Context: an optimization exercise on an open-source flow, tuned for small area. The choices shown serve that exercise and are no tape-out recipe. In this exercise RTL edits were held to simulation tests only and were not proved equivalent to the original. Power and IR drop assume default switching activity.

==> design/flow/config.mk <==
export PLATFORM = sky130hd
export DESIGN_NAME = lcd_hd44780
export DESIGN_NICKNAME = lcd_hd44780
export VERILOG_FILES = /design/flow/design.v
export SDC_FILE = /design/flow/constraint.sdc
export NUM_CORES = 4
export LEC_CHECK = 0
export CAP_MARGIN = 20
export CORE_MARGIN = 2
export CORE_UTILIZATION = 40
export SLEW_MARGIN = 20
==> design/flow/constraint.sdc <==
create_clock -name core_clock -period 15.0 [get_ports {clk}]
set_input_delay 3.0000 -clock core_clock [delete_from_list [all_inputs] [get_ports {clk}]]
set_output_delay 3.0000 -clock core_clock [all_outputs]
set_load 0.01 [all_outputs]
==> design/flow/design.v <==
module lcd_hd44780 (
    input  wire       clk,
    input  wire       rst,           
    input  wire       f_wr,
    input  wire       f_e,
    input  wire       f_rs,
    input  wire       f_rw,
    input  wire [7:0] gp_data,
    input  wire       dirty_rd,      
    input  wire       host_sel,      
    input  wire [5:0] host_addr,
    output wire [7:0] host_data,
    output reg        dirty_lcd,
    output reg        dirty_cgram,
    output reg        rd_valid,
    output reg  [7:0] rd_data,
    output reg        fault,
    output wire [2:0] fault_code,
    output wire [7:0] fault_info,
    output reg  [6:0] cursor_addr,
    output reg        disp_on,
    output reg        cursor_on,
    output reg        blink_on,
    output reg        entry_shift,
    output reg        fs_dl8,
    output reg        fs_lines2,
    output reg        fs_font,
    output reg  [1:0] fs_table
);
    localparam [7:0] BLANK = 8'h20;
    reg [7:0] ddram [0:39];          
    reg [7:0] cgram [0:63];
    reg       prev_e;
    reg [5:0] cgram_addr;
    reg       mode_cg;               
    reg       inc_up;                
    reg [4:0] off1, off2;            
    wire fire     = f_wr && prev_e && !f_e && !fault;
    wire do_cmd   = fire && !f_rs && !f_rw;
    wire do_stat  = fire && !f_rs &&  f_rw;
    wire do_wdata = fire &&  f_rs && !f_rw;
    wire do_rdata = fire &&  f_rs &&  f_rw;
    wire       line    = cursor_addr[6];
    wire [4:0] col     = cursor_addr[4:0];
    wire       col_in  = !cursor_addr[5] && (col <= 5'd19);
    wire       col_bnd = !cursor_addr[5] && (col == 5'd20);
    wire       unmapped = !(col_in || col_bnd);
    wire [4:0] cur_off = line ? off2 : off1;
    wire [5:0] cur_sum = col + cur_off;
    wire [4:0] cur_slot = (cur_sum >= 6'd20) ? cur_sum - 6'd20 : cur_sum[4:0];
    wire [6:0] dd_next = cursor_addr + (inc_up ? 7'd1 : 7'h7f);
    wire [5:0] cg_next = {cgram_addr[5:3], cgram_addr[2:0] + (inc_up ? 3'd1 : 3'd7)};
    wire c_ddaddr  = gp_data[7];
    wire c_cgaddr  = gp_data[7:6] == 2'b01;
    wire c_funcset = gp_data[7:5] == 3'b001;
    wire c_shift   = gp_data[7:4] == 4'b0001;
    wire c_display = gp_data[7:3] == 5'b00001;
    wire c_entry   = gp_data[7:2] == 6'b000001;
    wire c_home    = gp_data[7:1] == 7'b0000001;
    wire c_clear   = gp_data == 8'h01;
    wire c_undef   = gp_data == 8'h00;
    wire ev_clear      = do_cmd && c_clear;
    wire ev_undef      = do_cmd && c_undef;
    wire ev_shfault    = do_cmd && c_shift && gp_data[3];
    wire ev_cmd_fault  = ev_undef || ev_shfault;
    wire dd_access     = (do_wdata || do_rdata) && !mode_cg;
    wire ev_dd_fault   = dd_access && unmapped;
    wire ev_fault      = ev_cmd_fault || ev_dd_fault;
    wire dd_wr         = do_wdata && !mode_cg && !unmapped;
    wire ev_bnd_wr     = dd_wr && col_bnd;
    wire ev_cg_write   = do_wdata && mode_cg;
    wire notify_lcd    = ev_clear || dd_wr;
    wire notify_cgram  = ev_cg_write;
    wire [7:0] dd_word = ddram[line ? 6'd20 + cur_slot : {1'b0, cur_slot}];
    wire [7:0] cg_word = cgram[cgram_addr];
    reg [7:0] rd_next;
    always @(*) begin
        if (!f_rs)
            rd_next = f_rw ? {1'b0, mode_cg ? {1'b0, cgram_addr} : cursor_addr} : gp_data;
        else if (mode_cg)
            rd_next = cg_word;
        else if (col_in)
            rd_next = dd_word;
        else if (col_bnd)
            rd_next = BLANK;
        else
            rd_next = {1'b0, cursor_addr};
    end
    assign fault_info = rd_data;
    assign fault_code = {prev_e, !prev_e && !mode_cg, !prev_e};
    always @(posedge clk) begin
        if (!fault)
            rd_data <= rd_next;
    end
    always @(posedge clk) begin
        if (rst) begin
            prev_e      <= 1'b0;
            cursor_addr <= 7'd0;
            cgram_addr  <= 6'd0;
            mode_cg     <= 1'b0;
            inc_up      <= 1'b1;
            disp_on     <= 1'b0;
            cursor_on   <= 1'b0;
            blink_on    <= 1'b0;
            entry_shift <= 1'b0;
            fs_dl8      <= 1'b1;
            fs_lines2   <= 1'b0;
            fs_font     <= 1'b0;
            fs_table    <= 2'd0;
            dirty_lcd   <= 1'b0;
            dirty_cgram <= 1'b0;
            rd_valid    <= 1'b0;
            fault       <= 1'b0;
            off1        <= 5'd0;
            off2        <= 5'd0;
        end else begin
            rd_valid <= (do_stat || do_rdata) && !ev_dd_fault;
            if (f_wr && !fault)
                prev_e <= f_e || ev_shfault;
            if (!fault) begin
                if (dirty_rd) begin
                    dirty_lcd   <= 1'b0;
                    dirty_cgram <= 1'b0;
                end
                if (notify_lcd)
                    dirty_lcd <= 1'b1;
                if (notify_cgram)
                    dirty_cgram <= 1'b1;
            end
            if (ev_fault) begin
                fault   <= 1'b1;
                mode_cg <= ev_undef;
            end else if (do_cmd) begin
                if (c_ddaddr) begin
                    cursor_addr <= gp_data[6:0];
                    mode_cg     <= 1'b0;
                end else if (c_cgaddr) begin
                    cgram_addr  <= gp_data[5:0];
                    mode_cg     <= 1'b1;
                end else if (c_funcset) begin
                    fs_dl8      <= gp_data[4];
                    fs_lines2   <= gp_data[3];
                    fs_font     <= gp_data[2];
                    fs_table    <= gp_data[1:0];
                end else if (c_shift) begin
                    cursor_addr <= cursor_addr + (gp_data[2] ? 7'd1 : 7'h7f);
                end else if (c_display) begin
                    disp_on     <= gp_data[2];
                    cursor_on   <= gp_data[1];
                    blink_on    <= gp_data[0];
                end else if (c_entry) begin
                    inc_up      <= gp_data[1];
                    entry_shift <= gp_data[0];
                end else if (c_home) begin
                    cursor_addr <= 7'd0;
                    mode_cg     <= 1'b0;
                end else if (c_clear) begin
                    cursor_addr <= 7'd0;
                    mode_cg     <= 1'b0;
                    inc_up      <= 1'b1;
                end
            end else if (do_wdata || do_rdata) begin
                if (mode_cg)
                    cgram_addr <= cg_next;
                else if (col_bnd) begin
                    if (do_wdata) begin
                        if (line)
                            off2 <= (off2 == 5'd19) ? 5'd0 : off2 + 5'd1;
                        else
                            off1 <= (off1 == 5'd19) ? 5'd0 : off1 + 5'd1;
                    end
                end else
                    cursor_addr <= dd_next;
            end
        end
    end
    wire       dd_blank = rst || ev_clear;
    wire [7:0] dd_wdata = dd_blank ? BLANK : gp_data;
    integer i;
    always @(posedge clk) begin
        for (i = 0; i < 40; i = i + 1)
            if (dd_blank || (dd_wr && (line == (i >= 20)) && (cur_slot == i % 20)))
                ddram[i] <= dd_wdata;
    end
    always @(posedge clk) begin
        if (ev_cg_write)
            cgram[cgram_addr] <= gp_data;
    end
    wire       h_line = host_addr >= 6'd20;
    wire [4:0] h_col  = h_line ? host_addr - 6'd20 : host_addr[4:0];
    wire [5:0] h_sum  = h_col + (h_line ? off2 : off1);
    wire [4:0] h_slot = (h_sum >= 6'd20) ? h_sum - 6'd20 : h_sum[4:0];
    wire [7:0] h_dd   = ddram[h_line ? 6'd20 + h_slot : {1'b0, h_slot}];
    assign host_data = host_sel ? cgram[host_addr] :
                       (host_addr < 6'd40) ? h_dd : 8'h00;
endmodule
==> design/flow/run.sh <==
#!/bin/bash
# synth_recipe.tcl (not shown) runs the flow's synth.tcl, then flattens the netlist and writes it again
# the make line also repeats each setting of config.mk as NAME=value (left out here)
make -C /OpenROAD-flow-scripts/flow DESIGN_CONFIG=/design/flow/config.mk WORK_HOME=/design/flow/orfs CLKGATE_MAP_FILE= SYNTH_SCRIPT=/design/flow/synth_recipe.tcl finish
==> run notes <==
-- worst min path at each step --
stage                           start          end  depth (start not counted)
final                     dirty_cgram  dirty_cgram                          2
after global routing      dirty_cgram  dirty_cgram                          2
after CTS                 dirty_cgram  dirty_cgram                          2
after detailed placement  dirty_cgram  dirty_cgram                          2
after global placement    dirty_cgram  dirty_cgram                          2
after floorplan               off2[4]      off2[4]                          2
-- area by class of cell --
type / count / area share, %
Sequential cell: 879 / 52.14
Multi-Input combinational cell: 2053 / 33.76
Clock buffer: 113 / 4.986
Timing Repair Buffer: 223 / 3.654
Tap cell: 1414 / 3.546
Clock inverter: 64 / 1.625
Inverter: 35 / 0.2633
Antenna cell: 4 / 0.02006
-- worst max-delay path, cell delays in order --
cell	delay (ns)
sky130_fd_sc_hd__clkdlybuf4s50_1	0.68
sky130_fd_sc_hd__inv_2	0.10
sky130_fd_sc_hd__ha_1	0.18
sky130_fd_sc_hd__nor4bb_1	0.16
sky130_fd_sc_hd__nor3_2	0.85
sky130_fd_sc_hd__o21ai_0	0.24
sky130_fd_sc_hd__ha_1	0.42
sky130_fd_sc_hd__and2_0	0.14
sky130_fd_sc_hd__a22o_1	0.25
sky130_fd_sc_hd__or2_0	0.40
sky130_fd_sc_hd__ha_1	0.34
sky130_fd_sc_hd__inv_1	0.12
sky130_fd_sc_hd__a21oi_1	0.17
sky130_fd_sc_hd__o21a_1	0.27
sky130_fd_sc_hd__nor2_4	0.10
sky130_fd_sc_hd__xnor2_2	0.42
sky130_fd_sc_hd__ha_1	0.40
sky130_fd_sc_hd__o311ai_0	0.12
sky130_fd_sc_hd__o41ai_1	0.15
sky130_fd_sc_hd__a21oi_1	0.28
sky130_fd_sc_hd__a31o_2	0.21
sky130_fd_sc_hd__buf_4	0.27
sky130_fd_sc_hd__o22ai_1	0.10
sky130_fd_sc_hd__o21ai_0	0.40
sky130_fd_sc_hd__o21ai_0	0.25
sky130_fd_sc_hd__or4_1	0.60
sky130_fd_sc_hd__o31a_1	0.31
sky130_fd_sc_hd__clkdlybuf4s50_1	0.50
-- kinds of logic after synthesis --
family / count (synthesis)
muxes: 318
AOI/OAI and AO/OA: 939
adders and majority gates: 38
and+or+nand+nor: 729
xor gates and xnor gates: 29
DFF: 879
buffers and inverters: 296
-- state kept, by name, summed over array words and instances (netlist names) --
| name | flops |
|---|---|
| cgram | 512 |
| ddram | 320 |
| rd_data | 8 |
| cursor_addr | 7 |
| cgram_addr | 6 |
| off1 | 5 |
| off2 | 5 |
| fs_table | 2 |
| blink_on | 1 |
| cursor_on | 1 |
| dirty_cgram | 1 |
| dirty_lcd | 1 |
| disp_on | 1 |
| entry_shift | 1 |
| fault | 1 |
| fs_dl8 | 1 |
| fs_font | 1 |
| fs_lines2 | 1 |
| inc_up | 1 |
| mode_cg | 1 |
| prev_e | 1 |
| rd_valid | 1 |
-- metrics by stage --
stage	instances	total power (W)	cell area (um^2)	hold slack, ns	utilization, %
floorplan	3228	0.003160	43920	0.4811	-
global route	4781	0.006097	49880	0.5275	45.82
global placement	4601	0.003515	46540	0.4681	42.75
finish	4785	0.005985	49890	0.4936	45.83
detailed placement	4603	0.003508	46570	0.4850	42.78
CTS	4780	0.005960	49870	0.4986	45.81
-- layer usage --
metal  vias to the layer above  wire length [um]  track usage, %
met2                      2976             80710           47.97
met3                       508             31510           13.99
met5                         -               104               0
met4                        16              8976           12.81
li1                      13410                 -               -
met1                     17450             79820           50.53
-- power by group through the flow --
| stage | clock network [W] | logic (W) | registers [W] |
|---|---|---|---|
| finish | 0.00249 | 0.000633 | 0.00286 |
| global route | 0.00260 | 0.000640 | 0.00286 |
| CTS | 0.00250 | 0.000608 | 0.00285 |
| detailed placement | 0 | 0.000606 | 0.00290 |
| global placement | 0 | 0.000609 | 0.00291 |
| floorplan | 0 | 0.000312 | 0.00285 |
-- synth_stat cells, drive strengths merged, types with 33 or more instances --
library cell	n
edfxtp	840
nor2	223
a22oi	212
nand2	189
mux4	181
clkbuf	156
o21ai	133
a21oi	115
buf	105
mux2i	95
nand3	78
a221oi	62
a22o	60
nor3	54
a31oi	43
mux2	42
o22ai	42
a32oi	41
dfxtp	39
ha	33
==> impl_metrics.sql <==
INSERT INTO impl_metrics (metric_group, metric, value, unit) VALUES
('layout', 'layout_commonest_cell', 'sky130_fd_sc_hd__edfxtp_1', ''),
('floorplan', 'dieArea', '112500', 'um^2'),
('sta', 'grt_setup_unrepaired', 'no', ''),
('clock_tree', 'post-cts-setup-buffers', '0', ''),
('logic_synthesis', 'post_synthesis_compound_gate_area_fraction', '15.66', '%'),
('route', 'average_detailed_routed_wire_length_per_instance', '42.03', 'um'),
('clock_tree', 'worst_setup_hold_path_clk_slew', '0.05', 'ns'),
('route', 'routed_wirelength', '201100', 'um'),
('status', 'outcome', 'timing/DRC/antenna clean', ''),
('layout', 'finalNetCount', '3348', ''),
('logic_synthesis', 'synth.top_cells.by_area', 'sky130_fd_sc_hd__edfxtp_1, sky130_fd_sc_hd__mux4_2, sky130_fd_sc_hd__a22oi_1', ''),
('clock_tree', 'cts.root.buffer_cell', 'sky130_fd_sc_hd__clkbuf_16', ''),
('floorplan', 'floorplan.core_area', '108900', 'um^2'),
('floorplan', 'y_dimension_of_the_die', '335.4', 'um'),
('logic_synthesis', 'synth_top_area_share', '57.43', '%'),
('worst_hold_path', 'worst_hold_path_type', 'reg -> reg', ''),
('sta', 'fin_skew', '0.07229', 'ns'),
('critical_path', 'worstReg2RegStart', 'cursor_addr[6]', ''),
('clock_tree', 'clockBufferDepth', '3', ''),
('sta', 'final.period_utilization', '96.22', '%'),
('route', 'dr.first_iter.drc_count', '6655', ''),
('critical_path', 'worst_ep_arrival_time', '11.43', 'ns'),
('logic_synthesis', 'synth_fp_nets', '3288', ''),
('floorplan', 'floorplan.die.width', '335.4', 'um'),
('power', 'leakage', '15.83', 'nW'),
('power', 'power.internal', '0.004398', 'W'),
('logic_synthesis', 'synth.yosys.warnings', '2', ''),
('sta', 'post-route-min-period', '14.43', 'ns'),
('global_routing', 'initial_antenna_violation_count', '15', ''),
('clock_tree', 'cts-hold-fix-buffers', '0', ''),
('power', 'p_comb_share', '10.6', '%'),
('floorplan', 'initial_utilization', '40.35', '%'),
('critical_path', 'startpoint_type', 'primary input', ''),
('placement', 'place_worst_setup_slack', '0.7614', 'ns'),
('power', 'clockPowerShare', '41.6', '%'),
('route', 'num_vias', '34360', ''),
('layout', 'post_route_cells_drive_above_1_share', '18.32', '%'),
('route', 'drtAntennaViolNets', '0', ''),
('layout', 'filler_cell_count', '9572', ''),
('critical_path', 'path_max_fanout', '16', ''),
('clock_tree', 'clock_insertion_delay_worst_skew', '0.74', 'ns'),
('global_routing', 'grt_pass1_vias', '31930', ''),
('critical_path', 'reg2reg_slack', '6.71', 'ns'),
('global_routing', 'largest_net_degree_at_the_start_of_global_routing', '124', ''),
('critical_path', 'rr_worst_depth', '23', ''),
('sta', 'setup_violations', '0', ''),
('logic_synthesis', 'synth_adder_area_share', '1.168', '%'),
('logic_synthesis', 'portion_of_netlist_area_occupied_by_mux_cells', '12.54', '%'),
('placement', 'dp.final_hpwl', '141400', 'um'),
('logic_synthesis', 'ys_ff_latch', '879', ''),
('critical_path', 'critPathLaunch', 'host_addr[3]', ''),
('logic_synthesis', 'post_synth_xor_area_fraction', '0.7150', '%'),
('sta', 'timing.final.max_slew_violations', '0', ''),
('global_routing', 'first_pass_grt_wire_length', '273000', 'um'),
('power', 'switchingPower', '0.001587', 'W'),
('logic_synthesis', 'async_reset_ff_share', '0', '%'),
('sta', 'fmaxAchievable', '69.29', 'MHz'),
('clock_tree', 'cts_num_sinks', '879', ''),
('route', 'via_per_inst', '7.181', ''),
('layout', 'multi_input_comb_area', '16840', 'um^2'),
('sta', 'fin_setup_tns', '0', 'ns'),
('global_routing', 'globalRoute.totalOverflow', '0', ''),
('logic_synthesis', 'synth-seq-area-share', '59.20', '%'),
('critical_path', 'capturing_point_of_the_worst_reg2reg_path', 'rd_data[6]', ''),
('run', 'timing.max_cap.violations', '0', ''),
('clock_tree', 'ctsHtreeMaxLevel', '3', ''),
('logic_synthesis', 'synthDominantAreaCellType', 'sky130_fd_sc_hd__edfxtp_1', ''),
('route', 'firstDrtPassIters', '6', ''),
('critical_path', 'timing.critical_path.to', 'host_data[6]', ''),
('placement', 'gp_congestion', '1.084', ''),
('sta', 'slew_headroom', '15.05', '%');

static timing again, ports no longer ideal:
How much do the figures lean on ideal ports? The routed layout below was timed once more, with nothing changed but the port constraints. Step 1, drivers: a clkbuf_16 drives clk and a buf_2 each remaining input, both assumed. Step 2 also shifts input and output timing later by t, the mid clock arrival at the registers, as if the neighbouring blocks saw the same clock. a / b / c = ideal / step 1 / step 2; a / b = the first two.
t, ns: 0.779
setup WS [ns]: 0.567 / 0.538 / 0.538
worst setup path after step 2: input to output
slew at the worst register clock pin (ns): 0.07 / 0.07
After both steps setup and hold are still met in this run. For this run, drivers alone change the setup slack by -0.029 ns; drivers and shift together by -0.029 ns.
